Context: an optimization exercise on an open-source flow, tuned for small area and a short achievable clock period. The choices shown serve that exercise and are no tape-out recipe.
In this exercise RTL edits were held to simulation tests only and were not proved equivalent to the original.
Power is estimated from default activity; no workload was simulated.

File: config.mk
export PLATFORM = sky130hd
export DESIGN_NAME = pwm_block
export DESIGN_NICKNAME = pwm_block
export VERILOG_FILES = /design/flow/design.v
export SDC_FILE = /design/flow/constraint.sdc
export NUM_CORES = 4
export LEC_CHECK = 0
export ABC_AREA = 1
export CAP_MARGIN = 20
export CORE_MARGIN = 2
export CORE_UTILIZATION = 40
export SLEW_MARGIN = 20
export BUFFER_PORTS_ARGS = -buffer_cell sky130_fd_sc_hd__buf_1
export CTS_ARGS = -sink_clustering_enable -repair_clock_nets -dont_use_dummy_load -buf_list sky130_fd_sc_hd__clkbuf_8
export SETUP_SLACK_MARGIN = 6.5
File: constraint.sdc
create_clock -name core_clock -period 12.0 [get_ports {clk}]
set_input_delay 2.4000 -clock core_clock [delete_from_list [all_inputs] [get_ports {clk}]]
set_output_delay 2.4000 -clock core_clock [all_outputs]
set_load 0.01 [all_outputs]
File: design.v
module pwm_block (
    input  wire        clk,
    input  wire        rst,
    input  wire        fast_tick,
    input  wire        slow_tick,
    input  wire        cmd_valid,
    input  wire [31:0] cmd,
    output reg         rsp_valid,
    output reg  [2:0]  rsp_err,
    output reg  [31:0] rsp_data,
    output wire [5:0]  out
);
    reg        [31:0] fast_q;
    reg        [31:0] slow_q;
    reg               slow_pend_q;
    reg        [5:0]  out_q;
    reg               pwm_on_q;
    reg        [15:0] thr_q;
    reg        [7:0]  step_q;
    reg               dir_q;
    reg        [2:0]  sch_q;
    reg               stopreq_q;
    reg        [1:0]  mode_q;       
    reg               cancelled_q;
    reg               f_illop_q;
    reg               f_busy_q;
    reg               f_invch_q;
    reg               f_operand_q;
    assign out = out_q;
    wire [3:0] op    = cmd[31:28];
    wire [2:0] c_ch  = cmd[27:25];
    wire       c_b   = cmd[24];
    wire [7:0] c_s8  = cmd[23:16];
    wire z_imm = ~|cmd[15:0];
    wire z_s8  = ~|c_s8;
    wire z_ch  = ~|c_ch;
    wire op_rdf   = (op == 4'h1);
    wire op_rds   = (op == 4'h2);
    wire op_rstf  = (op == 4'h3);
    wire op_rsts  = (op == 4'h4);
    wire op_set   = (op == 4'h5);
    wire op_poll  = (op == 4'h6);
    wire op_load  = (op == 4'h7);
    wire op_estep = (op == 4'h8);
    wire op_glow  = (op == 4'h9);
    wire op_pulse = (op == 4'hA);
    wire op_canc  = (op == 4'hB);
    wire op_rdst  = (op == 4'hC);
    wire op_rdenv = (op == 4'hD);
    wire legal =
        ((op_rdf | op_rds | op_rstf | op_rsts | op_canc | op_rdst | op_rdenv) & z_ch & ~c_b & z_s8 & z_imm) |
        (op_set & z_s8 & z_imm) |
        ((op_poll | op_glow) & ~c_b & z_s8) |
        (op_load & z_ch) |
        ((op_estep | op_pulse) & ~c_b & z_s8 & z_imm);
    wire busy    = mode_q[0] | mode_q[1];
    wire ch_bad  = c_ch[2] & c_ch[1];
    wire imm_bad = cmd[15] | (|cmd[14:9]) | (cmd[8:0] > 9'd500);
    wire need_idle = op_rstf | op_rsts | op_set | op_poll | op_load | op_estep | op_glow | op_pulse;
    wire need_ch   = op_set | op_poll | op_estep | op_glow | op_pulse;
    wire need_imm  = op_poll | op_glow;
    wire e_busy = need_idle & busy;
    wire e_ch   = need_ch & ch_bad;
    wire e_opnd = (need_imm & imm_bad) | (op_load & z_s8);
    wire [2:0] err =
        ~legal ? 3'd1 :
        e_busy ? 3'd2 :
        e_ch   ? 3'd3 :
        e_opnd ? 3'd4 : 3'd0;
    wire ok      = cmd_valid & legal & ~e_busy & ~e_ch & ~e_opnd;
    wire a_rstf  = ok & op_rstf;
    wire a_rsts  = ok & op_rsts;
    wire a_set   = ok & op_set;
    wire a_poll  = ok & op_poll;
    wire a_load  = ok & op_load;
    wire a_estep = ok & op_estep;
    wire a_glow  = ok & op_glow;
    wire a_pulse = ok & op_pulse;
    wire a_canc  = ok & op_canc;
    wire fg      = ~cmd_valid & busy;
    wire fg_stop = fg & stopreq_q;
    wire fg_glow = fg & ~stopreq_q & mode_q[0];
    wire fg_env  = fg & ~stopreq_q & mode_q[1] & slow_pend_q;
    wire thr_neg = thr_q[15];
    wire thr_hi  = ~thr_q[15] & ((|thr_q[14:9]) | (thr_q[8:0] >= 9'd500));
    wire clamp   = thr_neg | thr_hi;
    wire [9:0] ea = {1'b0, thr_q[8:0]};
    wire [9:0] eb = {2'b0, step_q ^ {8{dir_q}}};
    reg  [9:0] pg_g, pg_p, cy;
    reg  [9:0] gg, pp;
    integer m, n;
    always @(*) begin
        pg_g = ea & eb;
        pg_p = ea ^ eb;
        gg = pg_g;
        pp = pg_p;
        gg[0] = pg_g[0] | (pg_p[0] & dir_q);
        for (m = 1; m < 10; m = m * 2)
            for (n = 9; n >= m; n = n - 1) begin
                gg[n] = gg[n] | (pp[n] & gg[n - m]);
                pp[n] = pp[n] & pp[n - m];
            end
        cy = {gg[8:0], dir_q};
    end
    wire [9:0] v = pg_p ^ cy;
    wire       xneg = dir_q & ~v[9] & ~v[8];
    wire [7:0] dp   = dir_q ? {1'b0, v[9], v[7:2]} : v[9:2];
    reg [5:0] qp;
    reg [4:0] r, rn;
    integer k;
    always @(*) begin
        qp[5] = (dp[7:5] >= 3'd5);
        case (dp[7:5])
            3'd0, 3'd5: r = 5'b00001;
            3'd1, 3'd6: r = 5'b00010;
            3'd2, 3'd7: r = 5'b00100;
            3'd3:       r = 5'b01000;
            default:    r = 5'b10000;
        endcase
        for (k = 4; k >= 0; k = k - 1) begin
            qp[k] = r[3] | r[4] | (r[2] & dp[k]);
            rn[0] = dp[k] ? r[2] : r[0];
            rn[1] = dp[k] ? r[0] : r[3];
            rn[2] = dp[k] ? r[3] : r[1];
            rn[3] = dp[k] ? r[1] : r[4];
            rn[4] = dp[k] ? r[4] : r[2];
            r = rn;
        end
    end
    wire [4:0] qn = {1'b0, qp[3:0]} + 5'd20 + {4'd0, r[4] & (v[1:0] != 2'b00)};
    wire [15:0] env_new = thr_hi  ? {11'd0, 2'b11, 2'b00, dir_q} :
                          thr_neg ? 16'd0 :
                          xneg    ? {{11{qn[4]}}, qn} :
                                    {10'd0, qp};
    wire [7:0]  env_step_n = clamp ? 8'd1 : step_q;
    wire        env_dir_n  = dir_q ^ clamp;
    wire       do_env  = a_estep | fg_env;
    wire       do_poll = a_poll | do_env | fg_glow;
    wire [2:0] pch     = cmd_valid ? c_ch : sch_q;
    wire fz      = ~|fast_q[31:9];
    wire lt500   = fz & (fast_q[8:0] < 9'd500);
    wire gt500   = ~fz | (fast_q[8:0] > 9'd500);
    wire lt_imm  = fz & (fast_q[8:0] < cmd[8:0]);
    wire lt_raw  = fz & (fast_q[8:0] < thr_q[8:0]);
    wire lt_thr  = thr_hi ? lt500 : (~thr_neg & lt_raw);
    wire lt      = a_poll ? lt_imm : lt_thr;
    wire set_on  = gt500 | (~pwm_on_q & lt);
    wire set_off = pwm_on_q & lt500;
    wire p_wr    = do_poll & (set_on | set_off);
    reg [31:0] fast_inc, slow_inc;
    reg [31:0] fc, sc;
    reg [7:0]  fg4, sg4;
    reg [8:0]  fC, sC;
    integer j;
    always @(*) begin
        for (j = 0; j < 8; j = j + 1) begin
            fg4[j] = &fast_q[4*j +: 4];
            sg4[j] = &slow_q[4*j +: 4];
        end
        fC[0] = 1'b1;
        for (j = 0; j < 8; j = j + 1)
            fC[j + 1] = fC[j] & fg4[j];
        for (j = 0; j < 8; j = j + 1) begin
            fc[4*j]     = fC[j];
            fc[4*j + 1] = fC[j] & fast_q[4*j];
            fc[4*j + 2] = fC[j] & fast_q[4*j] & fast_q[4*j + 1];
            fc[4*j + 3] = fC[j] & fast_q[4*j] & fast_q[4*j + 1] & fast_q[4*j + 2];
        end
        fast_inc = fast_q ^ (fc & {32{fast_tick}});
        sc[0] = 1'b1;
        sc[1] = slow_q[0];
        sc[2] = ~(slow_q[0] & slow_q[1]);
        sc[3] = slow_q[2] | (slow_q[0] & slow_q[1]);
        sC[1] = sc[3] & slow_q[3];
        for (j = 1; j < 8; j = j + 1)
            sC[j + 1] = sC[j] & sg4[j];
        for (j = 1; j < 8; j = j + 1) begin
            sc[4*j]     = sC[j];
            sc[4*j + 1] = sC[j] & slow_q[4*j];
            sc[4*j + 2] = sC[j] & slow_q[4*j] & slow_q[4*j + 1];
            sc[4*j + 3] = sC[j] & slow_q[4*j] & slow_q[4*j + 1] & slow_q[4*j + 2];
        end
        sC[0] = 1'b0;
        slow_inc = slow_q ^ (sc & {32{slow_tick}});
    end
    wire fast_clr = a_rstf | a_pulse | (do_poll & gt500);
    wire slow_clr = a_rsts | a_pulse;
    reg [5:0] out_n;
    integer i;
    always @(*) begin
        out_n = out_q;
        for (i = 0; i < 6; i = i + 1) begin
            if (a_set && c_ch == i)
                out_n[i] = c_b;
            if (p_wr && pch == i)
                out_n[i] = set_on;
        end
    end
    wire [31:0] rd_data =
        ({32{op_rdf}}   & fast_q) |
        ({32{op_rds}}   & slow_q) |
        ({32{op_rdst}}  & {12'd0, f_operand_q, f_invch_q, f_busy_q, f_illop_q,
                           1'b0, sch_q, cancelled_q, stopreq_q, mode_q,
                           dir_q, pwm_on_q, out_q}) |
        ({32{op_rdenv}} & {8'd0, step_q, thr_q});
    always @(posedge clk) begin
        rsp_err  <= err;
        rsp_data <= legal ? rd_data : 32'd0;
    end
    always @(posedge clk) begin
        if (rst) begin
            fast_q      <= 32'd0;
            slow_q      <= 32'd0;
            slow_pend_q <= 1'b0;
            out_q       <= 6'd0;
            pwm_on_q    <= 1'b0;
            thr_q       <= 16'd20;
            step_q      <= 8'd1;
            dir_q       <= 1'b0;
            sch_q       <= 3'd0;
            stopreq_q   <= 1'b0;
            mode_q      <= 2'd0;
            cancelled_q <= 1'b0;
            f_illop_q   <= 1'b0;
            f_busy_q    <= 1'b0;
            f_invch_q   <= 1'b0;
            f_operand_q <= 1'b0;
            rsp_valid   <= 1'b0;
        end else begin
            rsp_valid <= cmd_valid;
            fast_q <= fast_clr ? {31'd0, fast_tick} : fast_inc;
            slow_q <= slow_clr ? {29'd0, slow_tick, 1'b0, slow_tick} : slow_inc;
            if (a_pulse | fg_env)
                slow_pend_q <= slow_tick;
            else if (slow_tick)
                slow_pend_q <= 1'b1;
            out_q <= out_n;
            if (p_wr)
                pwm_on_q <= set_on;
            else if (a_glow | a_pulse)
                pwm_on_q <= 1'b0;
            if (a_load | a_glow)
                thr_q <= cmd[15:0];
            else if (a_pulse)
                thr_q <= 16'd20;
            else if (do_env)
                thr_q <= env_new;
            if (a_load)
                step_q <= c_s8;
            else if (a_pulse)
                step_q <= 8'd1;
            else if (do_env)
                step_q <= env_step_n;
            if (a_load)
                dir_q <= c_b;
            else if (a_pulse)
                dir_q <= 1'b0;
            else if (do_env)
                dir_q <= env_dir_n;
            if (a_glow | a_pulse)
                sch_q <= c_ch;
            if (a_glow | a_pulse | fg_stop)
                stopreq_q <= 1'b0;
            else if (a_canc & busy)
                stopreq_q <= 1'b1;
            if (a_glow)
                mode_q <= 2'd1;
            else if (a_pulse)
                mode_q <= 2'd2;
            else if (fg_stop)
                mode_q <= 2'd0;
            if (a_glow | a_pulse)
                cancelled_q <= 1'b0;
            else if (fg_stop)
                cancelled_q <= 1'b1;
            if (cmd_valid) begin
                if (err == 3'd1) f_illop_q   <= 1'b1;
                if (err == 3'd2) f_busy_q    <= 1'b1;
                if (err == 3'd3) f_invch_q   <= 1'b1;
                if (err == 3'd4) f_operand_q <= 1'b1;
            end
        end
    end
endmodule
File: flow/run.sh
#!/bin/bash
# Layout flow: the standard ORFS flow (standard.sh) with these changes:
#  * synthesis is the standard synthesis script, except that ABC maps the
#    logic with the area-oriented script flow/abc.script (registers, their
#    names and cell types are untouched);
#  * ports are buffered with buf_1 cells instead of delay buffers;
#  * CTS uses the buffers in CTS_BUF_LIST without dummy loads.
# Each tool's output goes to the ORFS logs under orfs/logs and to flow_*.log here.
set -euo pipefail
W=$(pwd)
F=$W/flow

# synthesis script: synth_recipe.tcl sourcing a copy of ORFS synth.tcl whose
# abc call uses our script
sed "s#^  log_cmd abc {\*}\$abc_args#  log_cmd abc -script $F/abc.script {*}[lrange \$abc_args 2 end]#" \
    "$FLOW_HOME/scripts/synth.tcl" > "$W/my_synth.tcl"
grep -q "abc -script $F/abc.script" "$W/my_synth.tcl"
sed "s#source \$::env(SCRIPTS_DIR)/synth.tcl#source $W/my_synth.tcl#" "$W/synth_recipe.tcl" > "$W/my_synth_recipe.tcl"
grep -q "source $W/my_synth.tcl" "$W/my_synth_recipe.tcl"

cat "$F/extra.mk" >> "$W/config.mk"

sed "s#SYNTH_SCRIPT=[^ ]*synth_recipe.tcl#SYNTH_SCRIPT=$W/my_synth_recipe.tcl#" "$W/standard.sh" > "$W/my_standard.sh"
grep -q "SYNTH_SCRIPT=$W/my_synth_recipe.tcl" "$W/my_standard.sh"

bash "$W/my_standard.sh" > "$W/flow_make.log" 2>&1
File: flow/abc.script
strash
&get -n
&dch
&nf
&put
File: flow/extra.mk
export BUFFER_PORTS_ARGS = -buffer_cell sky130_fd_sc_hd__buf_1
export CTS_ARGS = -sink_clustering_enable -repair_clock_nets -dont_use_dummy_load -buf_list sky130_fd_sc_hd__clkbuf_8
export SETUP_SLACK_MARGIN = 6.5
File: standard.sh
#!/bin/bash
# synth_recipe.tcl (not shown) runs the flow's synth.tcl, then flattens the netlist and writes it again
# the make line also repeats each setting of config.mk as NAME=value (left out here)
make -C /OpenROAD-flow-scripts/flow DESIGN_CONFIG=/design/flow/config.mk WORK_HOME=/design/flow/orfs CLKGATE_MAP_FILE= SYNTH_SCRIPT=/design/flow/synth_recipe.tcl "${@:-finish}"
==> results.toml, run 1 <==
[pwr]
power_frac_clock = 0.348
power.combinational.fraction = 0.058
power_frac_seq = 0.594
p_per_area_nw_per_um2 = 98.64
p_leak_uw = 0.002901
sw_frac_of_total = 0.2418
p_int_uw = 621.0
fin_total_pwr_uw = 819.1
power.switching_uw = 198.1
vdd_drop_max_v = 0.00007765

[critical_path]
cp-start-kind = "input pin"
critPathCaptureType = "flip-flop"
crit_type = "input pin to flip-flop"
worstPathRequired_ns = 12.31
cp_max_fo = 14
arrival_ns = 5.66

[final_layout]
layout.area.seq_um2 = 2887
drive_gt1_frac = 0.06205
mostFrequentLayoutCell = "dfxtp_1"
mostFrequentLayoutCells = "dfxtp_1, nor2_1, a21oi_1"
multi_input_area_um2 = 4443
insertedDiodeCount = 0
area_delta_synth_final_pct = 14.12
fillers = 1771
nets = 1035

[floorplanning]
die_area_um2 = 19290
die_y_um = 138.9
num_rows = 49
start_util = 0.4065
dieWidth_um = 138.9
io_pins = 79
core-area_um2 = 17900

[route]
routed-wl-met3_um = 1429
top_layer = "met4"
met1_length_um = 10650
first_pass_iters = 6
wl_per_cell_um = 19.19
wl_met2_um = 10230
antenna_left = 0
vias = 7145
drt_iter0_markers = 672
routed_wl_um = 22960
drc = 0
via_per_inst = 5.974

[synth]
synth.distinct_cells = 60
ys_ff_latch = 144
synth_area_leaders = "dfxtp_1, nor2_1, a21oi_1, ha_1, nor3_1"
synth_top_area_cell = "dfxtp_1"
ys_seq_area_frac = 0.3961
synth_top_area_share = 0.3961
syn-instance-count = 861
syn-cell-area_um2 = 7277
synth_flop_cell = "dfxtp_1"
syn-num-nets = 927
async_flop_share = 0
yosysWarnings = 1
postSynthAreaPerCell_um2 = 8.452
synth_edf_count = 0

[clock_network]
hold_buffers = 0
cts_tree = "done"
h-tree-depth = 4
clk_pin_slew_worst_paths_ns = 0.07
clk_latency_ns = 0.45
numCtsBuffers = 17
cts.path.max_buffers = 2
cts-root-buf = "clkbuf_8"
cts.sinks = 144

[place]
io_buffers = 78
gp_congestion = 0.9372
dpl.hpwl_um = 16600

[job]
maxCapViolations = 0

[sta]
clock_skew_ns = 0.02785
fmax_mhz = 186.7
rsz0062_at_grt = "yes"
relSlewSlack = 0.3249
setup_violations = 0
hold_viol_final = 0
tightest_slew_ns = 1.012
finalSetupTns_ns = 0
finalCritPeriodShare = 0.4463
finalMaxSlewViolations = 0
min_period_ns = 5.355

[grt]
grt_max_degree = 48
grt_overflow = 0
grt_pass1_wl_um = 36420
antenna_found_initial = 0
grt_pass1_vias = 6618
grt_usage = 0.2362

[run_status]
outcome = "finished clean"

[min_path]
hold_path_class = "flip-flop to flip-flop"
-- registers in the layout, summed over array words and instances (netlist names), 2 cells and up --
signal and count:
fast_q 32, thr_q 16, sch_q 3, rsp_err 3
out_q 6, step_q 8, rsp_data 32, mode_q 2
slow_q 32
-- area by class of cell --
type                    instances  area share
well taps                     229     0.03450
inverters                      21    0.009492
flip-flops and latches        144      0.3476
multi-input cells             697      0.5350
repair buffers                 88     0.04520
clock buffers                  17     0.02818
-- stage by stage --
step / hold WS, ns / cells / instance area, um^2 / setup slack (ns) / utilization
6_report: 0.4862 / 1196 / 8304 / 6.645 / 0.4639
5_1_grt: 0.5093 / 1196 / 8304 / 6.463 / 0.4639
4_1_cts: 0.4856 / 1193 / 8213 / 6.519 / 0.4588
3_5_place_dp: 0.4655 / 1176 / 7936 / 5.471 / 0.4433
3_3_place_gp: 0.4523 / 1176 / 7936 / 5.637 / 0.4433
2_1_floorplan: 0.4370 / 861 / 7279 / 6.526 / -
-- synth_stat cells, types with 3 or more instances --
cell type,instances
o31ai_1,4
o21ai_0,17
or2_0,7
a2111oi_0,5
o21a_1,7
a22oi_1,19
nor3_1,63
nand2b_1,9
a221oi_1,7
dfxtp_1,144
nand2_1,70
nor4bb_1,3
nor3b_1,3
ha_1,28
nor4_1,15
nor2b_1,4
a222oi_1,24
xor2_1,12
and2_0,19
nor2_1,123
a211o_1,3
nand4_1,7
nor4b_1,3
and4_1,12
a311oi_1,9
a31oi_1,12
mux2i_1,12
clkinv_1,21
o311ai_0,3
a21o_1,4
a21oi_1,84
nand3_1,20
o211ai_1,10
a211oi_1,7
xnor2_1,19
and3_1,16
or3_1,4
-- repair_timing --
| item | CTS | global route |
|---|---|---|
| setup buffers | 0 | 2 |
| cloned | 0 | 1 |
| endpoints found under the setup margin | 60 | 28 |
| resized for setup | 13 | 26 |
| endpoints found under the hold margin | 0 | 0 |
| pin swaps | 0 | 1 |
-- power groups by stage --
stage	Combinational, uW	Sequential, uW	Clock (uW)
after global routing	52.6	486	309
after floorplan	23.1	495	0
after global placement	45.5	497	0
after CTS	46.3	486	291
after detailed placement	45.7	497	0
final	47.8	486	285
-- path summary, 6_finish.rpt --
kind | depth (start not counted) | endpoint | startpoint | slack (ns)
worst max-delay path | 12 | fast_q[2] | cmd[11] | 6.64
worst max register to register | 21 | thr_q[4] | dir_q | 6.89
worst min register to register | 2 | f_illop_q | f_illop_q | 0.49
worst min-delay path | 2 | f_illop_q | f_illop_q | 0.49
-- critical path, cell delays in order --
cell and delay (ns):
buf_1 0.08, or3_1 0.39, or4_1 0.44, nor2_1 0.18
nor4b_4 0.32, o31a_1 0.28, nand2_4 0.15, o21ai_1 0.44
o31ai_1 0.16, o211ai_1 0.29, nand2b_2 0.44, nor3_1 0.09
-- routing by layer --
metal	vias to the layer above	track usage
li1	3503	-
met1	3341	0.3355
met2	261	0.3568
met3	40	0.04178
met4	0	0.09357
met5	-	0
-- cell families (layout without fill, tap and decap cells) --
family / Yosys count / count (layout) / synth area share
flip-flops: 144 / 144 / 0.3961
XOR/XNOR: 31 / 31 / 0.03731
AND/OR/NAND/NOR: 386 / 387 / 0.2615
adder cells (fa/ha/maj): 29 / 29 / 0.05089
multiplexers: 14 / 14 / 0.01960
buffers and inverters: 21 / 126 / 0.01083
AO/OA/AOI/OAI: 236 / 236 / 0.2237
==> inputs of run 2 (changes only) <==
==> flow/abc.script (replaced) <==
strash
&get -n
&dch
&nf
&dch
&nf
&put
==> flow/extra.mk (replaced) <==
export BUFFER_PORTS_ARGS = -buffer_cell sky130_fd_sc_hd__buf_1
export CTS_ARGS = -sink_clustering_enable -repair_clock_nets -dont_use_dummy_load -buf_list sky130_fd_sc_hd__clkbuf_8
export SETUP_SLACK_MARGIN = 7
--- a/config.mk
+++ b/config.mk
@@ -12,4 +12,4 @@
 export SLEW_MARGIN = 20
 export BUFFER_PORTS_ARGS = -buffer_cell sky130_fd_sc_hd__buf_1
 export CTS_ARGS = -sink_clustering_enable -repair_clock_nets -dont_use_dummy_load -buf_list sky130_fd_sc_hd__clkbuf_8
-export SETUP_SLACK_MARGIN = 6.5
+export SETUP_SLACK_MARGIN = 7
==> results.toml, run 2 <==
[floorplanning]
num_rows = 48
start_util = 0.4115
die_area_um2 = 18940
core-area_um2 = 17360
die_y_um = 137.6
io_pins = 79
dieWidth_um = 137.6

[pwr]
p_per_area_nw_per_um2 = 89.79
p_leak_uw = 0.003240
fin_total_pwr_uw = 829.6
vdd_drop_max_v = 0.00009359

[final_layout]
insertedDiodeCount = 0
nets = 1071
top_regs = "fast_q (32), rsp_data (32), slow_q (32)"
area_delta_synth_final_pct = 29.36
fin_util = 0.5324
fillers = 1653
final_cells = 1228
mostFrequentLayoutCells = "dfxtp_1, nor2_1, buf_1"
drive_gt1_frac = 0.2104
mostFrequentLayoutCell = "dfxtp_1"

[place]
gp_congestion = 0.9111
io_buffers = 78
dpl.hpwl_um = 15850
dp_cells = 1155

[sta]
rsz0062_at_grt = "yes"
finalSetupTns_ns = 0
min_period_ns = 5.023
tightest_slew_ns = 0.9624
clock_skew_ns = 0.03293
finalCritPeriodShare = 0.4186
whs_ns = 0.4781
hold_viol_final = 0
finalMaxSlewViolations = 0
setup_violations = 0
relSlewSlack = 0.3578
fmax_mhz = 199.1

[clock_network]
cts_tree = "done"
numCtsBuffers = 17
h-tree-depth = 4
clk_pin_slew_worst_paths_ns = 0.06
cts.path.max_buffers = 2
hold_buffers = 0
cts-root-buf = "clkbuf_8"
clk_latency_ns = 0.46
cts.sinks = 144

[route]
wl_met2_um = 10490
drt_iter0_markers = 731
via_per_inst = 5.895
routed-wl-met3_um = 1700
drc = 0
vias = 7239
first_pass_iters = 6
wl_per_cell_um = 19.50
routed_wl_um = 23950
antenna_left = 0
top_layer = "met4"
met1_length_um = 11020

[synth]
async_flop_share = 0
syn-instance-count = 847
syn-cell-area_um2 = 7143
yosysMostFrequentCell = "dfxtp_1"
yosys-top-cells-count = "dfxtp_1, nor2_1, a21oi_1, nor3_1, nand2_1"
synth_edf_count = 0
yosysWarnings = 1
synth_top_area_share = 0.4036
synth_top_area_cell = "dfxtp_1"
synth.distinct_cells = 57
ys_ff_latch = 144
postSynthAreaPerCell_um2 = 8.433
synth_flop_cell = "dfxtp_1"
syn-num-nets = 913
ys_seq_area_frac = 0.4036
synth_area_leaders = "dfxtp_1, nor2_1, a21oi_1, ha_1, nor3_1"

[job]
maxCapViolations = 0

[critical_path]
cp-start-kind = "input pin"
critPathCaptureType = "flip-flop"
arrival_ns = 5.39
worstPathRequired_ns = 12.37
cp_max_fo = 8
crit_type = "input pin to flip-flop"

[grt]
grt_usage = 0.2493
grt_pass1_wl_um = 35720
grt_overflow = 0
antenna_found_initial = 0
grt_pass1_vias = 6402
grt_max_degree = 51

[run_status]
outcome = "finished clean"

[min_path]
hold_path_class = "flip-flop to flip-flop"
==> run 2: layout make-up <==
cell class | instances | area [um^2] | area share
timing repair buffer | 133 | 778.2 | 0.08422
sequential | 144 | 2893 | 0.3131
tap | 225 | 281.5 | 0.03047
inverter | 26 | 98.84 | 0.01070
clock buffer | 17 | 234.0 | 0.02532
multi-input combinational | 683 | 4955 | 0.5362
==> run 2: cells by family after synthesis <==
| logic type | synth area share |
|---|---|
| fa+ha+maj | 0.05185 |
| flops | 0.4036 |
| mux | 0.02960 |
| xor+xnor | 0.03801 |
| compound gates | 0.1992 |
| simple gates | 0.2641 |
| buf+inv | 0.01366 |
==> run 2: worst max-delay path: stages <==
cell and delay (ns):
clkbuf_4 0.21, nand2b_4 0.18, nor3_1 0.05, o31ai_1 0.24
nand2_1 0.14, a31oi_4 0.19, a2bb2oi_4 0.24, nor3_4 0.10
and3b_2 0.29, or2_4 0.33, nor2_4 0.22, and3_1 0.27
nor3b_2 0.29, a21oi_1 0.07, a31oi_1 0.16
==> run 2: where the power goes <==
| part | internal (uW) | switching, uW |
|---|---|---|
| sequential | 481 | 4.56 |
| combinational | 21.3 | 38.9 |
| clock | 125 | 160 |
==> run 2: stage by stage <==
stage,cell area (um^2),setup slack [ns]
after floorplan,7323,6.600
after global placement,7951,5.366
after detailed placement,7951,5.346
after CTS,8602,6.988
after global routing,9240,6.845
final,9240,6.977
==> run 2: timing repair <==
action,in CTS,in global routing
resized for setup,60,91
pin swaps,9,44
cloned,3,3
setup buffers,18,32
hold endpoints to repair,0,0
endpoints found under the setup margin,101,63
==> run 2: worst paths after layout <==
kind	startpoint	to	slack, ns	cells after the start
worst max register to register	dir_q	thr_q[3]	7.08	21
worst max-delay path	cmd[31]	thr_q[5]	6.98	15
worst min-delay path	f_illop_q	f_illop_q	0.48	2
worst min register to register	f_illop_q	f_illop_q	0.48	2
==> run 2: routing by layer <==
| metal | vias to the layer above | global-route usage |
|---|---|---|
| li1 | 3491 | - |
| met2 | 293 | 0.3690 |
| met3 | 37 | 0.04636 |
| met1 | 3418 | 0.3559 |
| met4 | 0 | 0.09966 |
| met5 | - | 0 |
==> inputs of run 3 (changes only) <==
==> flow/abc.script (replaced) <==
strash
&get -n
&dch
&nf
&put
==> results.toml, run 3 <==
[final_layout]
fin_util = 0.4891
stdcell_area_um2 = 8756
drive_gt1_frac = 0.1297
mostFrequentLayoutCells = "dfxtp_1, nor2_1, a21oi_1"
top_regs = "fast_q (32), rsp_data (32), slow_q (32)"
nets = 1055
mostFrequentLayoutCell = "dfxtp_1"
area_delta_synth_final_pct = 20.32
insertedDiodeCount = 0

[pwr]
power.combinational.fraction = 0.062
vdd_drop_max_v = 0.00006539
p_int_uw = 622.1
power_frac_seq = 0.593
p_leak_uw = 0.003037
power.switching_uw = 197.3
power_frac_clock = 0.345
p_per_area_nw_per_um2 = 93.58
sw_frac_of_total = 0.2407

[synth]
synth_top_family_by_area = "simple AND/OR/NAND/NOR gates"
async_flop_share = 0
synth-simple-area-share = 0.2615
synth-compound-area-share = 0.2237
yosys-top-cells-count = "dfxtp_1, nor2_1, a21oi_1, nand2_1, nor3_1"
syn-instance-count = 861
synth.area.mux_share = 0.01960
synth_area_leaders = "dfxtp_1, nor2_1, a21oi_1, ha_1, nor3_1"
syn-num-nets = 927
synth_fa_ha_area_frac = 0.05089
synth_top_area_share = 0.3961
synth.distinct_cells = 60
synth-xor-area-share = 0.03731
syn-cell-area_um2 = 7277
synth_top_area_cell = "dfxtp_1"
ys_ff_latch = 144
yosysMostFrequentCell = "dfxtp_1"
postSynthAreaPerCell_um2 = 8.452
yosysWarnings = 1
synth_edf_count = 0
synth_flop_cell = "dfxtp_1"
ys_seq_area_frac = 0.3961

[grt]
grt_pass1_vias = 6538
grt_max_degree = 48
antenna_found_initial = 0
grtUsageMet2 = 0.3708
grt_overflow = 0
grt_usage = 0.2398
grt_pass1_wl_um = 36410
met1_usage = 0.3327
use_met3 = 0.05421
top_usage_layer = "met2"

[critical_path]
worstPathRequired_ns = 12.31
critPathCaptureType = "flip-flop"
ff2ff_path_depth = 22
cp-start-kind = "input pin"
path_delay_family = "simple AND/OR/NAND/NOR gates"
path_cells = "buf_1 > or3_1 > or4_4 > nor2_4 > nor4b_4 > o31a_1 > nand3_1 > a311o_1 > nand2b_4 > o32ai_4 > nor3_2 > nand2_1 > nor2_1 > a211oi_1"
cp_max_fo = 4
slowest_stage = "or4_4"
crit_type = "input pin to flip-flop"
slowest_delay_ns = 0.46
reg2reg_slack_ns = 7.16
arrival_ns = 5.20
crit_buf_inv = 1
worstSetupPathDepth = 14

[clock_network]
clk_pin_slew_worst_paths_ns = 0.08
numCtsBuffers = 17
hold_buffers = 0
cts.path.max_buffers = 2
cts.sinks = 144
clk_latency_ns = 0.46
cts_tree = "done"
cts-root-buf = "clkbuf_8"
h-tree-depth = 4

[floorplanning]
die_area_um2 = 19290
start_util = 0.4065
dieWidth_um = 138.9
num_rows = 49
core-area_um2 = 17900
die_y_um = 138.9
io_pins = 79

[place]
placed_area_um2 = 8040
gp_congestion = 0.9072
dpl.hpwl_um = 16990
io_buffers = 78

[sta]
finalMaxSlewViolations = 0
finalSetupTns_ns = 0
finalCritPeriodShare = 0.4074
setup_violations = 0
fmax_mhz = 204.5
relSlewSlack = 0.2976
hold_viol_final = 0
clock_skew_ns = 0.03161
tightest_slew_ns = 1.046
rsz0062_at_grt = "yes"
min_period_ns = 4.889

[route]
vias = 7367
antenna_left = 0
drc = 0
drt_iter0_markers = 725
wl_per_cell_um = 19.48
routed_wl_um = 23690
first_pass_iters = 6
via_per_inst = 6.058

[min_path]
hold_path_class = "flip-flop to flip-flop"
hold_depth = 2

[run_status]
outcome = "finished clean"

[job]
maxCapViolations = 0
-- run 3: changes by cell type in the layout (fill, tap and decap cells not counted), moves of 6 or more --
cell      delta
nand2_2      -7
and3_4      -10
nor2_1      -15
a221oi_1     +6
o211ai_1     +7
a21oi_1     +20
a31oi_1      +6
buf_4       -24
nand2_1      +7
nand3_1     +10
a21oi_2      -6
-- run 3: cells by family after synthesis --
kind of cell,count (synthesis)
adder cells (fa/ha/maj),29
AND/OR/NAND/NOR,386
AO/OA/AOI/OAI,236
flip-flops,144
XOR/XNOR,31
multiplexers,14
buffers and inverters,21
-- run 3: per-layer routing --
metal | share of wire | wire length (um)
met5 | 0 | 0
met2 | 0.45 | 10560
met4 | 0.023 | 539
met1 | 0.44 | 10510
met3 | 0.088 | 2077
-- run 3: path summary, 6_finish.rpt --
check	end	start
min reg2reg	f_illop_q	f_illop_q
max reg2reg	thr_q[4]	dir_q
min	f_illop_q	f_illop_q
max	out_q[2]	cmd[11]
-- run 3: cell type report --
type | instances | area [um^2]
multi-input cells | 699 | 4755
clock buffers | 17 | 234.0
well taps | 229 | 286.5
inverters | 21 | 78.83
flip-flops and latches | 144 | 2888
repair buffers | 106 | 514.2
fillers | 1842 | 9146
-- run 3: stage by stage --
step	hold WS [ns]	total power, uW	cells	setup WS, ns
after CTS	0.4935	823.1	1200	7.021
after floorplan	0.4370	519.3	861	6.945
after detailed placement	0.4738	543.2	1174	6.145
final	0.4874	819.4	1216	7.111
after global placement	0.4512	543.3	1174	6.144
after global routing	0.5203	850.4	1216	6.848
-- run 3: worst reg2reg max path, stage by stage, from the launching register on --
cell and delay [ns]:
dfxtp_4 0.39, buf_4 0.16, xor2_1 0.14, ha_1 0.38, a21o_1 0.24, a31o_1 0.24
o21a_1 0.23, or3_4 0.38, a41oi_2 0.26, o21ai_1 0.14, a21oi_2 0.22, a21oi_1 0.06
nand2_1 0.11, a21bo_1 0.20, o21ai_0 0.15, a21oi_1 0.07, ha_1 0.22, ha_1 0.24
o211ai_1 0.24, o41ai_1 0.17, a21oi_1 0.23, o221ai_1 0.14, o211ai_1 0.13
-- run 3: what timing repair did --
item                       4_1_cts  5_1_grt
setup endpoints to repair       74       83
buffers inserted                 7       15
pin swaps                        5       13
resized for setup               26       53
gates cloned                     2        1
-- run 3: power groups by stage --
stage / sequential, uW / combinational [uW] / clock [uW]
after floorplan: 495 / 24.3 / 0
after global placement: 497 / 46.6 / 0
after detailed placement: 497 / 46.6 / 0
after CTS: 486 / 48.4 / 289
after global routing: 486 / 55.8 / 308
final: 486 / 50.5 / 283
==> inputs of run 4 (changes only) <==
==> flow/abc.script (replaced) <==
strash
&get -n
&dch
&nf -R 10
&put
==> results.toml, run 4 <==
[run_status]
outcome = "finished clean"

[synth]
syn-num-nets = 926
synth_top_area_cell = "dfxtp_1"
synth_top_area_share = 0.4006
postSynthAreaPerCell_um2 = 8.367
synth_edf_count = 0
yosysWarnings = 1
yosys-top-cells-count = "dfxtp_1, nor2_1, a21oi_1, nor3_1, nand2_1"
synth.distinct_cells = 52
synth_area_leaders = "dfxtp_1, nor2_1, a21oi_1, ha_1, nor3_1"
syn-cell-area_um2 = 7196
ys_seq_area_frac = 0.4006
yosysMostFrequentCell = "dfxtp_1"
syn-instance-count = 860
ys_ff_latch = 144
async_flop_share = 0
synth_flop_cell = "dfxtp_1"

[clock_network]
cts.sinks = 144
numCtsBuffers = 17
cts-root-buf = "clkbuf_8"
clk_pin_slew_worst_paths_ns = 0.07
cts_tree = "done"
clk_latency_ns = 0.45
h-tree-depth = 4
hold_buffers = 0
cts.path.max_buffers = 2

[grt]
grt_usage = 0.2400
grt_pass1_wl_um = 36580
antenna_found_initial = 1
grt_overflow = 0
grt_pass1_vias = 6642
grt_max_degree = 54

[critical_path]
critPathCaptureType = "flip-flop"
worstPathRequired_ns = 12.30
crit_type = "input pin to flip-flop"
cp-start-kind = "input pin"
arrival_ns = 5.56
slowest_stage = "or4_4"
path_delay_family = "simple AND/OR/NAND/NOR gates"
path_cells = "buf_6 > or3_4 > or4_4 > nor2_4 > nor4b_4 > nor3_4 > buf_12 > nand3b_1 > buf_6 > o211a_1 > o31ai_4 > o21ai_4 > nand2b_4 > nor2_4 > a22oi_1 > a32oi_1 > a21oi_1"
reg2reg_from = "dir_q"
cp_max_fo = 4
crit_buf_inv = 3
cp-startpoint = "cmd[12]"
slowest_delay_ns = 0.47

[sta]
whs_ns = 0.4685
clock_skew_ns = 0.01847
fmax_mhz = 190.3
finalCritPeriodShare = 0.4378
min_period_ns = 5.254
rsz0062_at_grt = "yes"
tightest_slew_ns = 0.9287
relSlewSlack = 0.3809
setup_violations = 0
setup_ws_ns = 6.746
finalSetupTns_ns = 0
hold_viol_final = 0
finalMaxSlewViolations = 0

[final_layout]
mostFrequentLayoutCell = "dfxtp_1"
nets = 1084
mostFrequentLayoutCells = "dfxtp_1, nor2_1, a21oi_1"
fillers = 1758
insertedDiodeCount = 0
multi_input_area_um2 = 4837
area_delta_synth_final_pct = 27.79
drive_gt1_frac = 0.1919
layout.area.seq_um2 = 2888
top_regs = "fast_q (32), rsp_data (32), slow_q (32)"

[pwr]
p_per_area_nw_per_um2 = 89.57
vdd_drop_max_v = 0.00007259
p_leak_uw = 0.003305

[job]
maxCapViolations = 0

[floorplanning]
die_y_um = 138.1
core-area_um2 = 17780
start_util = 0.4047
dieWidth_um = 138.1
die_area_um2 = 19080
io_pins = 79
num_rows = 49

[place]
dpl.hpwl_um = 16160
gp_congestion = 0.9272
pre_cts_ws_ns = 5.507
io_buffers = 78

[min_path]
worstHoldStart = "f_invch_q"
hold_path_class = "flip-flop to flip-flop"

[route]
drc = 0
via_per_inst = 5.986
antenna_left = 0
drt_iter0_markers = 724
first_pass_iters = 6
vias = 7453
wl_per_cell_um = 19.40
routed_wl_um = 24150
[run 4: kinds of logic after synthesis]
kind of cell / after synthesis / synth area share
buf+inv: 30 / 0.01565
mux: 17 / 0.02417
fa+ha+maj: 29 / 0.05147
compound gates: 238 / 0.2205
flops: 144 / 0.4006
simple gates: 373 / 0.2523
xor+xnor: 29 / 0.03530
[run 4: worst paths after layout]
kind               end  slack [ns]  depth (start not counted)
max           out_q[0]        6.75                         17
min          f_invch_q        0.47                          2
max reg2reg   thr_q[3]        7.12                         23
min reg2reg  f_invch_q        0.47                          2
[run 4: final cells by class]
cell class | count | area share
clock buffers | 17 | 0.02545
inverters | 30 | 0.01252
repair buffers | 135 | 0.09076
multi-input cells | 690 | 0.5261
well taps | 229 | 0.03116
flip-flops and latches | 144 | 0.3141
[run 4: where the power goes]
group / internal, uW / switching (uW)
sequential: 481 / 4.60
clock: 125 / 159
combinational: 18.4 / 35.7
total: 624 / 200
[run 4: routing by layer]
layer | part of all wire | GRT usage | wire length (um)
met1 | 0.45 | 0.3435 | 10940
met3 | 0.074 | 0.05023 | 1779
met2 | 0.44 | 0.3538 | 10540
met5 | 0 | 0 | 0
met4 | 0.037 | 0.09560 | 892
[run 4: repair_timing]
action                                  4_1_cts  5_1_grt
endpoints found under the setup margin      103       95
buffers inserted                             15       34
gates cloned                                  3        2
resized for setup                            50       98
pin swaps                                    21       39
[run 4: metrics by stage]
stage	power, uW	instances	utilization	cell area, um^2
finish	823.6	1245	0.5172	9195
global route	856.7	1245	0.5172	9195
CTS	824.1	1209	0.4801	8536
detailed placement	542.4	1174	0.4487	7978
global placement	542.2	1174	0.4487	7978
floorplan	518.4	860	-	7335
[run 4: worst min-delay path, stage by stage (launching register included)]
cell and delay [ns]:
dfxtp_1 0.32, a31oi_1 0.04, nor2_1 0.07
==> inputs of run 5 (changes only) <==
==> flow/abc.script (replaced) <==
strash
&get -n
&dch
&put
dch
map
topo
==> results.toml, run 5 <==
[run_status]
outcome = "finished clean"

[floorplanning]
io_pins = 79
start_util = 0.4107
num_rows = 49
core-area_um2 = 18150
die_area_um2 = 19740
dieWidth_um = 140.5
die_y_um = 140.5

[sta]
relSlewSlack = 0.5593
fmax_mhz = 200.5
finalSetupTns_ns = 0
finalMaxSlewViolations = 0
tightest_slew_ns = 0.6542
setup_ws_ns = 7.012
rsz0062_at_grt = "yes"
setup_violations = 0
clock_skew_ns = 0.02728
min_period_ns = 4.988
finalCritPeriodShare = 0.4157
hold_viol_final = 0

[place]
io_buffers = 78
pre_cts_ws_ns = 5.661
dpl.hpwl_um = 17510
gp_congestion = 0.9186

[synth]
postSynthAreaPerCell_um2 = 7.181
synth_flop_cell = "dfxtp_1"
syn-cell-area_um2 = 7453
synth_edf_count = 0
ys_seq_area_frac = 0.3868
async_flop_share = 0
synth_top_area_cell = "dfxtp_1"
synth_area_leaders = "dfxtp_1, nor2_1, clkinv_1, nand2_1, nor3_1"
syn-instance-count = 1038
yosys-top-cells-count = "nor2_1, clkinv_1, dfxtp_1, nand2_1, nor3_1"
yosysWarnings = 1
syn-num-nets = 1104
synth_top_area_share = 0.3868
ys_ff_latch = 144
yosysMostFrequentCell = "nor2_1"
synth.distinct_cells = 35

[pwr]
p_leak_uw = 0.003529
p_per_area_nw_per_um2 = 86.56
fin_total_pwr_uw = 822.0
vdd_drop_max_v = 0.00007143

[grt]
grt_overflow = 0
grt_pass1_vias = 7334
antenna_found_initial = 0
grt_pass1_wl_um = 38840
grt_usage = 0.2510
grt_max_degree = 32

[route]
wl_per_cell_um = 17.47
met1_length_um = 11210
wl_met2_um = 12010
drc = 0
routed-wl-met3_um = 1531
antenna_left = 0
first_pass_iters = 5
drt_iter0_markers = 671
top_layer = "met4"
vias = 8105
via_per_inst = 5.586
routed_wl_um = 25360

[min_path]
hold_path_class = "flip-flop to flip-flop"

[clock_network]
numCtsBuffers = 17
cts_tree = "done"
cts.path.max_buffers = 2
cts-root-buf = "clkbuf_8"
clk_latency_ns = 0.46
cts.sinks = 144
h-tree-depth = 4
clk_pin_slew_worst_paths_ns = 0.08

[final_layout]
mostFrequentLayoutCell = "dfxtp_1"
fillers = 1775
insertedDiodeCount = 0
mostFrequentLayoutCells = "dfxtp_1, nor2_1, clkinv_1"
drive_gt1_frac = 0.1620
nets = 1290
top_regs = "fast_q (32), rsp_data (32), slow_q (32)"
area_delta_synth_final_pct = 27.41

[critical_path]
critPathCaptureType = "flip-flop"
worstPathRequired_ns = 12.37
arrival_ns = 5.35
reg2reg_slack_ns = 7.45
cp-start-kind = "input pin"
crit_type = "input pin to flip-flop"
cp_max_fo = 2

[job]
maxCapViolations = 0
[run 5: cell types whose count changed after synthesis, moves of 18 or more]
cell,before,now
clkinv_1,30,145
nand2_1,57,131
nand3_1,19,58
nor2_1,128,159
a21oi_1,90,62
o21ai_0,24,52
a222oi_1,24,0
a31oi_1,9,31
a22oi_1,17,38
and3_1,18,0
[run 5: final cells by class]
type | count | area, um^2 | area share
Multi-Input combinational cell | 751 | 4468 | 0.4705
Timing Repair Buffer | 165 | 1066 | 0.1123
Tap cell | 229 | 286.5 | 0.03017
Clock buffer | 17 | 234.0 | 0.02464
Sequential cell | 144 | 2884 | 0.3037
Inverter | 145 | 558.0 | 0.05876
[run 5: stage by stage]
stage / utilization / instance area [um^2] / cells / hold slack (ns)
after floorplan: - / 7575 / 1038 / 0.4286
after global placement: 0.4526 / 8214 / 1352 / 0.4412
after detailed placement: 0.4526 / 8214 / 1352 / 0.4488
after CTS: 0.5001 / 9075 / 1437 / 0.4598
after global routing: 0.5233 / 9497 / 1451 / 0.4936
final: 0.5233 / 9497 / 1451 / 0.4545
[run 5: per-layer routing]
| metal | vias up | track usage |
|---|---|---|
| met5 | - | 0 |
| met4 | 0 | 0.08263 |
| met3 | 51 | 0.04684 |
| met2 | 270 | 0.4131 |
| met1 | 3785 | 0.3333 |
| li1 | 3999 | - |
[run 5: worst paths after layout]
check / startpoint / endpoint / cells after the start
max: slow_tick / slow_q[9] / 27
min: slow_q[31] / slow_q[31] / 2
max reg2reg: dir_q / thr_q[4] / 22
min reg2reg: slow_q[31] / slow_q[31] / 2
[run 5: logic make-up after synthesis]
| family | after synthesis | synth area share |
|---|---|---|
| AND/OR/NAND/NOR | 479 | 0.2849 |
| AO/OA/AOI/OAI | 223 | 0.1838 |
| buffers and inverters | 145 | 0.07302 |
| flip-flops | 144 | 0.3868 |
| adder cells (fa/ha/maj) | 29 | 0.04969 |
| XOR/XNOR | 14 | 0.01645 |
| multiplexers | 4 | 0.005372 |
[run 5: critical path, stage by stage]
cell and delay (ns):
buf_8 0.08, clkinv_4 0.05, nor3_4 0.18, nand2_1 0.12, nor2_2 0.15, nand2_2 0.11, nor2_4 0.11, nand2_2 0.08
buf_6 0.12, buf_4 0.12, buf_6 0.11, buf_6 0.11, buf_4 0.13, buf_6 0.11, buf_6 0.11, buf_6 0.11
buf_4 0.12, buf_4 0.12, buf_4 0.12, buf_4 0.12, buf_4 0.12, buf_6 0.10, buf_6 0.10, buf_6 0.11
inv_4 0.04, nor2_1 0.03, nor3_1 0.17
[run 5: power breakdown]
part / internal [uW] / total, uW / switching, uW
registers: 481 / 485 / 4.41
clock network: 125 / 284 / 160
logic: 16.3 / 52.6 / 36.3
total: 622 / 822 / 200
[run 5: timing repair]
item,in CTS,in global routing
setup endpoints to repair,93,91
cloned,1,1
hold buffers,0,0
setup buffers,67,13
gates resized for setup,31,93
pin swaps,22,31
==> inputs of run 6 (changes only) <==
==> flow/abc.script (replaced) <==
strash
&get -n
&dch
&nf -F 8 -A 4
&put
==> results.toml, run 6 <==
[pwr]
vdd_drop_max_v = 0.00008558
p_leak_uw = 0.003294
p_per_area_nw_per_um2 = 89.73

[min_path]
worstHoldStart = "f_illop_q"
hold_path_class = "flip-flop to flip-flop"

[critical_path]
crit_buf_inv = 3
reg2reg_from = "dir_q"
cp_max_fo = 4
critPathCaptureType = "flip-flop"
cp-start-kind = "input pin"
worstPathRequired_ns = 12.29
path_cells = "buf_1 > or3_4 > or4_4 > nor2_4 > nor4b_4 > nor3_4 > buf_6 > buf_12 > or4_4 > mux2_4 > o21bai_4 > o32ai_4 > nor2_2 > a21oi_1 > a22oi_1 > a21oi_1"
arrival_ns = 5.53
slowest_delay_ns = 0.48
cp-startpoint = "cmd[11]"
crit_type = "input pin to flip-flop"
path_delay_family = "simple AND/OR/NAND/NOR gates"
slowest_stage = "or4_4"

[synth]
synth.distinct_cells = 54
synth_edf_count = 0
synth_area_leaders = "dfxtp_1, a21oi_1, nor2_1, ha_1, nor3_1"
async_flop_share = 0
yosys-top-cells-count = "dfxtp_1, nor2_1, a21oi_1, nand2_1, nor3_1"
synth_top_area_cell = "dfxtp_1"
syn-instance-count = 848
ys_ff_latch = 144
postSynthAreaPerCell_um2 = 8.511
yosysWarnings = 1
syn-num-nets = 914
syn-cell-area_um2 = 7217
synth_flop_cell = "dfxtp_1"
yosysMostFrequentCell = "dfxtp_1"
ys_seq_area_frac = 0.3994
synth_top_area_share = 0.3994

[final_layout]
stdcell_area_um2 = 9259
area_delta_synth_final_pct = 28.29
drive_gt1_frac = 0.1775
top_regs = "fast_q (32), rsp_data (32), slow_q (32)"
nets = 1071
mostFrequentLayoutCell = "dfxtp_1"
mostFrequentLayoutCells = "dfxtp_1, nor2_1, a21oi_1"
final_cells = 1232
insertedDiodeCount = 0
fin_util = 0.5190

[place]
pre_cts_ws_ns = 5.427
gp_congestion = 0.9422
placed_area_um2 = 8000
dp_cells = 1161
io_buffers = 78
dpl.hpwl_um = 16310

[sta]
fmax_mhz = 190.6
setup_violations = 0
rsz0062_at_grt = "yes"
finalMaxSlewViolations = 0
clock_skew_ns = 0.02784
tightest_slew_ns = 0.8670
relSlewSlack = 0.4071
min_period_ns = 5.246
setup_ws_ns = 6.754
finalCritPeriodShare = 0.4372
hold_viol_final = 0
finalSetupTns_ns = 0

[clock_network]
clk_latency_ns = 0.46
hold_buffers = 0
h-tree-depth = 4
cts-root-buf = "clkbuf_8"
clk_pin_slew_worst_paths_ns = 0.06
cts.sinks = 144
cts.path.max_buffers = 2
numCtsBuffers = 17
cts_tree = "done"

[floorplanning]
die_area_um2 = 19130
die_y_um = 138.3
num_rows = 49
start_util = 0.4045
core-area_um2 = 17840
dieWidth_um = 138.3
io_pins = 79

[route]
antenna_left = 0
first_pass_iters = 6
routed_wl_um = 24560
vias = 7520
via_per_inst = 6.104
drc = 0
wl_per_cell_um = 19.93
drt_iter0_markers = 719

[grt]
grt_max_degree = 54
antenna_found_initial = 0
grt_pass1_vias = 6733
grt_overflow = 0
grt_pass1_wl_um = 37380
grt_usage = 0.2435

[run_status]
outcome = "finished clean"

[job]
maxCapViolations = 0
run 6: cell type report:
cell class	instances	area (um^2)
Fill cell	1705	8582
Timing Repair Buffer	133	864.6
Inverter	31	126.4
Tap cell	229	286.5
Sequential cell	144	2888
Multi-Input combinational cell	678	4860
Clock buffer	17	234.0
run 6: path summary, 6_finish.rpt:
check | cells after the start | to | slack [ns]
hold / removal | 2 | f_illop_q | 0.48
hold reg to reg | 2 | f_illop_q | 0.48
setup / recovery | 16 | out_q[1] | 6.75
setup reg to reg | 20 | thr_q[9] | 7.12
run 6: through the flow:
stage	power (uW)	hold slack [ns]
floorplan	519.0	0.4356
global route	862.5	0.5062
finish	830.8	0.4796
global placement	544.2	0.4545
CTS	829.8	0.4774
detailed placement	544.4	0.4604
run 6: what timing repair did:
action,CTS,global route
buffers inserted,23,23
gates resized for setup,79,67
endpoints found under the setup margin,104,72
cloned,5,3
pin swaps,17,22
run 6: report_power, final:
group | internal (uW) | switching [uW]
sequential | 481 | 5.14
clock | 125 | 161
combinational | 21.0 | 38.3
run 6: worst reg2reg max path: cells and delay by family (launching register included):
family / cells / cell delay, ns
AOI/OAI and AO/OA: 7 / 1.18
xor gates and xnor gates: 1 / 0.23
adders and majority gates: 3 / 0.84
buffers and inverters: 2 / 0.20
DFF: 1 / 0.44
muxes: 2 / 0.36
and+or+nand+nor: 5 / 1.51
run 6: cells by family after synthesis:
logic type	Yosys count	synth area share
AO/OA/AOI/OAI	244	0.2309
XOR/XNOR	32	0.03884
adder cells (fa/ha/maj)	29	0.05132
buffers and inverters	31	0.01612
flip-flops	144	0.3994
multiplexers	15	0.02132
AND/OR/NAND/NOR	353	0.2420
run 6: layer usage:
layer  wire, um  global-route usage
met1      11080              0.3359
met5          0                   0
met3       1667             0.05369
met2      11050              0.3775
met4        756             0.08485
==> inputs of run 7 (changes only) <==
==> flow/abc.script (replaced) <==
strash
&get -n
&dch
&nf
&put
--- a/config.mk
+++ b/config.mk
@@ -10,6 +10,7 @@
 export CORE_MARGIN = 2
 export CORE_UTILIZATION = 40
 export SLEW_MARGIN = 20
+export TNS_END_PERCENT = 0
 export BUFFER_PORTS_ARGS = -buffer_cell sky130_fd_sc_hd__buf_1
 export CTS_ARGS = -sink_clustering_enable -repair_clock_nets -dont_use_dummy_load -buf_list sky130_fd_sc_hd__clkbuf_8
 export SETUP_SLACK_MARGIN = 7
==> results.toml, run 7 <==
[run_status]
outcome = "finished clean"

[synth]
async_flop_share = 0
syn-cell-area_um2 = 7277
synth_top_area_cell = "dfxtp_1"
yosys-top-cells-count = "dfxtp_1, nor2_1, a21oi_1, nand2_1, nor3_1"
ys_ff_latch = 144
ys_seq_area_frac = 0.3961
yosysWarnings = 1
synth.distinct_cells = 60
syn-instance-count = 861
yosysMostFrequentCell = "dfxtp_1"
synth_area_leaders = "dfxtp_1, nor2_1, a21oi_1, ha_1, nor3_1"
synth_edf_count = 0
synth_flop_cell = "dfxtp_1"
syn-num-nets = 927
postSynthAreaPerCell_um2 = 8.452
synth_top_area_share = 0.3961

[sta]
finalMaxSlewViolations = 0
fmax_mhz = 200.7
whs_ns = 0.4882
min_period_ns = 4.983
finalSetupTns_ns = 0
setup_violations = 0
relSlewSlack = 0.2986
finalCritPeriodShare = 0.4153
tightest_slew_ns = 1.051
hold_viol_final = 0
rsz0062_at_grt = "yes"
clock_skew_ns = 0.02997

[min_path]
hold_path_class = "flip-flop to flip-flop"
hold_end = "f_illop_q"
hold_depth = 2
worstHoldStart = "f_illop_q"

[clock_network]
clk_latency_ns = 0.47
h-tree-depth = 4
hold_buffers = 0
cts.sinks = 144
cts.path.max_buffers = 2
cts-root-buf = "clkbuf_8"
cts_tree = "done"
numCtsBuffers = 17
clk_pin_slew_worst_paths_ns = 0.08

[pwr]
p_leak_uw = 0.003020
fin_total_pwr_uw = 824.2
vdd_drop_max_v = 0.00009575
p_per_area_nw_per_um2 = 95.13

[route]
antenna_left = 0
vias = 7320
drc = 0
via_per_inst = 6.040
drt_iter0_markers = 700
routed_wl_um = 23840
first_pass_iters = 8
wl_per_cell_um = 19.67

[floorplanning]
io_pins = 79
start_util = 0.4065
core-area_um2 = 17900
die_y_um = 138.9
num_rows = 49
die_area_um2 = 19290
dieWidth_um = 138.9

[grt]
antenna_found_initial = 0
grt_max_degree = 48
grt_pass1_vias = 6624
grt_usage = 0.2427
grt_overflow = 0
grt_pass1_wl_um = 37190

[final_layout]
fin_util = 0.4840
area_delta_synth_final_pct = 19.07
stdcell_area_um2 = 8665
insertedDiodeCount = 0
nets = 1051
drive_gt1_frac = 0.1139
fillers = 1797
mostFrequentLayoutCells = "dfxtp_1, nor2_1, a21oi_1"
top_regs = "fast_q (32), rsp_data (32), slow_q (32)"
mostFrequentLayoutCell = "dfxtp_1"

[critical_path]
critPathCaptureType = "flip-flop"
cp-start-kind = "input pin"
worstPathRequired_ns = 12.34
ff2ff_path_depth = 21
reg2reg_from = "dir_q"
crit_type = "input pin to flip-flop"
arrival_ns = 5.33
reg2reg_slack_ns = 7.15
worst_r2r_endpoint = "thr_q[4]"
cp_max_fo = 5

[job]
maxCapViolations = 0

[place]
placed_area_um2 = 7948
io_buffers = 78
dpl.hpwl_um = 16770
gp_congestion = 0.8972
## run 7: final cells by class
class / count / area, um^2 / area share
sequential: 144 / 2888 / 0.3333
multi-input combinational: 699 / 4696 / 0.5419
timing repair buffer: 102 / 481.7 / 0.05560
tap: 229 / 286.5 / 0.03307
inverter: 21 / 78.83 / 0.009097
clock buffer: 17 / 234.0 / 0.02700
## run 7: logic make-up (layout without fill, tap and decap cells)
family | count (synthesis) | count (layout) | synth area share
flops | 144 | 144 | 0.3961
mux | 14 | 14 | 0.01960
xor+xnor | 31 | 32 | 0.03731
fa+ha+maj | 29 | 29 | 0.05089
compound gates | 236 | 236 | 0.2237
simple gates | 386 | 388 | 0.2615
buf+inv | 21 | 140 | 0.01083
## run 7: per-layer routing
| layer | track usage | part of all wire |
|---|---|---|
| met4 | 0.08187 | 0.027 |
| met2 | 0.3726 | 0.45 |
| met5 | 0 | 0 |
| met3 | 0.04351 | 0.063 |
| met1 | 0.3454 | 0.46 |
## run 7: repair_timing
item	CTS	global route
setup endpoints to repair	98	100
buffers inserted	5	11
cloned	2	1
pin swaps	2	6
resized for setup	46	46
## run 7: metrics by stage
stage	cells	worst slack (ns)
after floorplan	861	6.560
after global placement	1176	5.638
after detailed placement	1176	5.549
after CTS	1200	6.915
after global routing	1212	6.873
final	1212	7.017
## run 7: where the power goes
| part | switching [uW] | total (uW) | internal, uW |
|---|---|---|---|
| Combinational | 34.4 | 50.7 | 16.3 |
| Sequential | 5.36 | 486 | 481 |
| Clock | 163 | 287 | 125 |
| Total | 202 | 824 | 622 |
## run 7: worst max path at each step
stage,start,to,slack (ns),cells past startpoint
floorplan,cmd[11],fast_q[29],6.56,12
global placement,cmd[11],fast_q[29],5.64,13
detailed placement,cmd[11],fast_q[29],5.55,13
CTS,cmd[29],thr_q[6],6.92,13
global route,dir_q,thr_q[4],6.87,22
finish,fast_tick,fast_q[31],7.02,14
## run 7: critical path, stage by stage
cell     delay [ns]
buf_2          0.15
and4_4         0.27
and4_4         0.26
and4_4         0.26
and4_4         0.26
and4_4         0.26
and4_4         0.25
and3_4         0.22
and3_4         0.21
and4_4         0.24
and2_4         0.16
and3_1         0.20
xnor2_1        0.13
nor2_1         0.05
==> inputs of run 8 (changes only) <==
--- a/config.mk
+++ b/config.mk
@@ -10,7 +10,7 @@
 export CORE_MARGIN = 2
 export CORE_UTILIZATION = 40
 export SLEW_MARGIN = 20
-export TNS_END_PERCENT = 0
+export TNS_END_PERCENT = 20
 export BUFFER_PORTS_ARGS = -buffer_cell sky130_fd_sc_hd__buf_1
 export CTS_ARGS = -sink_clustering_enable -repair_clock_nets -dont_use_dummy_load -buf_list sky130_fd_sc_hd__clkbuf_8
 export SETUP_SLACK_MARGIN = 7
==> results.toml, run 8 <==
[final_layout]
nets = 1058
fin_util = 0.4939
stdcell_area_um2 = 8842
layout.area.seq_um2 = 2887
mostFrequentLayoutCells = "dfxtp_1, nor2_1, a21oi_1"
area_delta_synth_final_pct = 21.51
drive_gt1_frac = 0.1293
multi_input_area_um2 = 4821
mostFrequentLayoutCell = "dfxtp_1"
top_regs = "fast_q (32), rsp_data (32), slow_q (32)"
fillers = 1785
insertedDiodeCount = 0

[sta]
fmax_mhz = 198.2
finalSetupTns_ns = 0
whs_ns = 0.4822
tightest_slew_ns = 1.180
rsz0062_at_grt = "yes"
finalMaxSlewViolations = 0
setup_violations = 0
finalCritPeriodShare = 0.4204
min_period_ns = 5.044
clock_skew_ns = 0.02881
relSlewSlack = 0.2073
hold_viol_final = 0

[critical_path]
arrival_ns = 5.39
critPathCaptureType = "flip-flop"
worstPathRequired_ns = 12.35
crit_type = "input pin to flip-flop"
cp_max_fo = 7
cp-start-kind = "input pin"

[floorplanning]
start_util = 0.4065
num_rows = 49
die_area_um2 = 19290
die_y_um = 138.9
core-area_um2 = 17900
io_pins = 79
dieWidth_um = 138.9

[synth]
synth_area_leaders = "dfxtp_1, nor2_1, a21oi_1, ha_1, nor3_1"
yosys-top-cells-count = "dfxtp_1, nor2_1, a21oi_1, nand2_1, nor3_1"
yosysWarnings = 1
synth_flop_cell = "dfxtp_1"
syn-cell-area_um2 = 7277
synth_top_area_share = 0.3961
yosysMostFrequentCell = "dfxtp_1"
ys_ff_latch = 144
synth_top_area_cell = "dfxtp_1"
async_flop_share = 0
syn-num-nets = 927
synth_edf_count = 0
synth.distinct_cells = 60
postSynthAreaPerCell_um2 = 8.452
syn-instance-count = 861
ys_seq_area_frac = 0.3961

[clock_network]
h-tree-depth = 4
cts.path.max_buffers = 2
cts.sinks = 144
cts-root-buf = "clkbuf_8"
numCtsBuffers = 17
cts_tree = "done"
clk_pin_slew_worst_paths_ns = 0.09
clk_latency_ns = 0.45

[place]
placed_area_um2 = 7968
gp_congestion = 0.9059
io_buffers = 78
dpl.hpwl_um = 16490

[route]
routed_wl_um = 23500
first_pass_iters = 9
wl_per_cell_um = 19.28
drt_iter0_markers = 758
via_per_inst = 6.022
vias = 7341
drc = 0
antenna_left = 0

[pwr]
p_per_area_nw_per_um2 = 93.14
power_frac_clock = 0.347
power.switching_uw = 201.1
sw_frac_of_total = 0.2442
p_leak_uw = 0.003077
power_frac_seq = 0.590
vdd_drop_max_v = 0.00007342
power.combinational.fraction = 0.063
p_int_uw = 622.4

[grt]
grt_usage = 0.2360
antenna_found_initial = 1
grt_overflow = 0
grt_max_degree = 48
grt_pass1_vias = 6600
grt_pass1_wl_um = 36440

[run_status]
outcome = "finished clean"

[job]
maxCapViolations = 0

[min_path]
hold_path_class = "flip-flop to flip-flop"
[run 8: changes by cell type in the layout (fill, tap and decap cells not counted), moves of 2 or more]
cell    before  now
nor2_2       8    3
nor4_1      14   12
xor2_2       1    3
nor4_2       1    3
nor2_4       3    8
xor2_1      12    9
buf_4       24   30
and4_4       7    4
and4_1       3    6
[run 8: kinds of logic (layout without fill, tap and decap cells)]
group,Yosys count,count (layout),share of synthesized area
xor+xnor,31,31,0.03731
mux,14,14,0.01960
compound gates,236,236,0.2237
flops,144,144,0.3961
fa+ha+maj,29,29,0.05089
simple gates,386,389,0.2615
buf+inv,21,147,0.01083
[run 8: area by class of cell]
cell class,count,share of cell area
Clock buffer,17,0.02646
Inverter,21,0.008915
Multi-Input combinational cell,699,0.5452
Sequential cell,144,0.3264
Tap cell,229,0.03240
Timing Repair Buffer,109,0.06056
[run 8: worst paths after layout]
| check | start | end | slack [ns] | cells past startpoint |
|---|---|---|---|---|
| setup / recovery | fast_tick | fast_q[31] | 6.96 | 14 |
| hold reg to reg | f_invch_q | f_invch_q | 0.48 | 2 |
| hold / removal | f_invch_q | f_invch_q | 0.48 | 2 |
| setup reg to reg | dir_q | thr_q[4] | 7.25 | 22 |
[run 8: layer usage]
| metal | wire [um] | global-route usage | share of wire |
|---|---|---|---|
| met5 | 13 | 0 | 0.00055 |
| met4 | 750 | 0.08825 | 0.032 |
| met3 | 1620 | 0.04316 | 0.069 |
| met2 | 10070 | 0.3511 | 0.43 |
| met1 | 11050 | 0.3409 | 0.47 |
[run 8: timing repair]
action                     in CTS  in global routing
hold buffers                    0                  0
setup buffers                   6                 18
setup endpoints to repair      65                 95
pin swaps                       4                 14
cloned                          1                  2
resized for setup              42                 58
[run 8: power groups by stage]
stage | registers (uW) | clock network [uW] | logic [uW]
2_1_floorplan | 495 | 0 | 23.4
5_1_grt | 486 | 314 | 56.5
6_report | 486 | 286 | 52.0
4_1_cts | 486 | 291 | 48.7
3_5_place_dp | 497 | 0 | 46.0
3_3_place_gp | 497 | 0 | 45.5
[run 8: per-stage QoR]
stage                     power (uW)  setup WS (ns)  std cells
after floorplan                518.3          6.643        861
after global placement         542.3          6.041       1175
after detailed placement       542.9          5.849       1175
after CTS                      825.5          6.969       1199
after global routing           856.1          6.833       1219
final                          823.6          6.956       1219
[run 8: critical path, cell delays in order]
cell and delay (ns):
buf_1 0.19, and4_2 0.31, and4_4 0.28, and4_4 0.24, and4_2 0.26, and4_4 0.26, and4_4 0.23, and3_4 0.21
and3_4 0.22, and4_1 0.25, and2_4 0.18, and3_1 0.19, xnor2_1 0.12, nor2_1 0.05

-- afterwards: timing with drivers on the ports --
In the flow no input, the clock included, has a driving cell. The finished layouts below were timed again as built, in two steps.
Step 1 sets driving cells, clkbuf_16 on the clock port and buf_2 on the other inputs (assumed; they add their load-dependent delay and slew).
Step 2 adds t to the input delays and takes it off the output delays; t is the mean of the earliest and latest rising clock arrival at the registers after step 1. Input paths then give back, and output paths get back, about the clock's delay inside the block.
Three values: ideal ports, drivers, drivers and shift; two values: the first two.
| run | t, ns | setup slack, ns | worst hold slack (ns) | worst setup path at the end | worst slew at a driven data input, ns |
|---|---|---|---|---|---|
| run 1 | 0.477 | 6.645 / 6.657 / 6.180 | 0.486 / 0.486 / 0.486 | input to register | 0.05 |
| run 2 | 0.481 | 6.977 / 6.992 / 6.511 | 0.478 / 0.478 / 0.478 | input to register | 0.06 |
| run 3 | 0.483 | 7.111 / 7.127 / 6.645 | 0.487 / 0.487 / 0.487 | input to register | 0.06 |
| run 4 | 0.479 | 6.746 / 6.751 / 6.271 | 0.469 / 0.469 / 0.469 | input to register | 0.09 |
| run 5 | 0.483 | 7.012 / 7.004 / 6.520 | 0.455 / 0.455 / 0.455 | input to register | 0.05 |
| run 6 | 0.483 | 6.754 / 6.767 / 6.284 | 0.480 / 0.480 / 0.480 | input to register | 0.05 |
| run 7 | 0.488 | 7.017 / 7.026 / 6.538 | 0.488 / 0.488 / 0.488 | input to register | 0.05 |
| run 8 | 0.475 | 6.956 / 6.958 / 6.484 | 0.482 / 0.482 / 0.482 | input to register | 0.04 |
After both steps setup and hold are still met in every run listed. The setup slack of run 5, which loses most, moves by -0.008 ns with the drivers and by -0.492 ns with both steps.
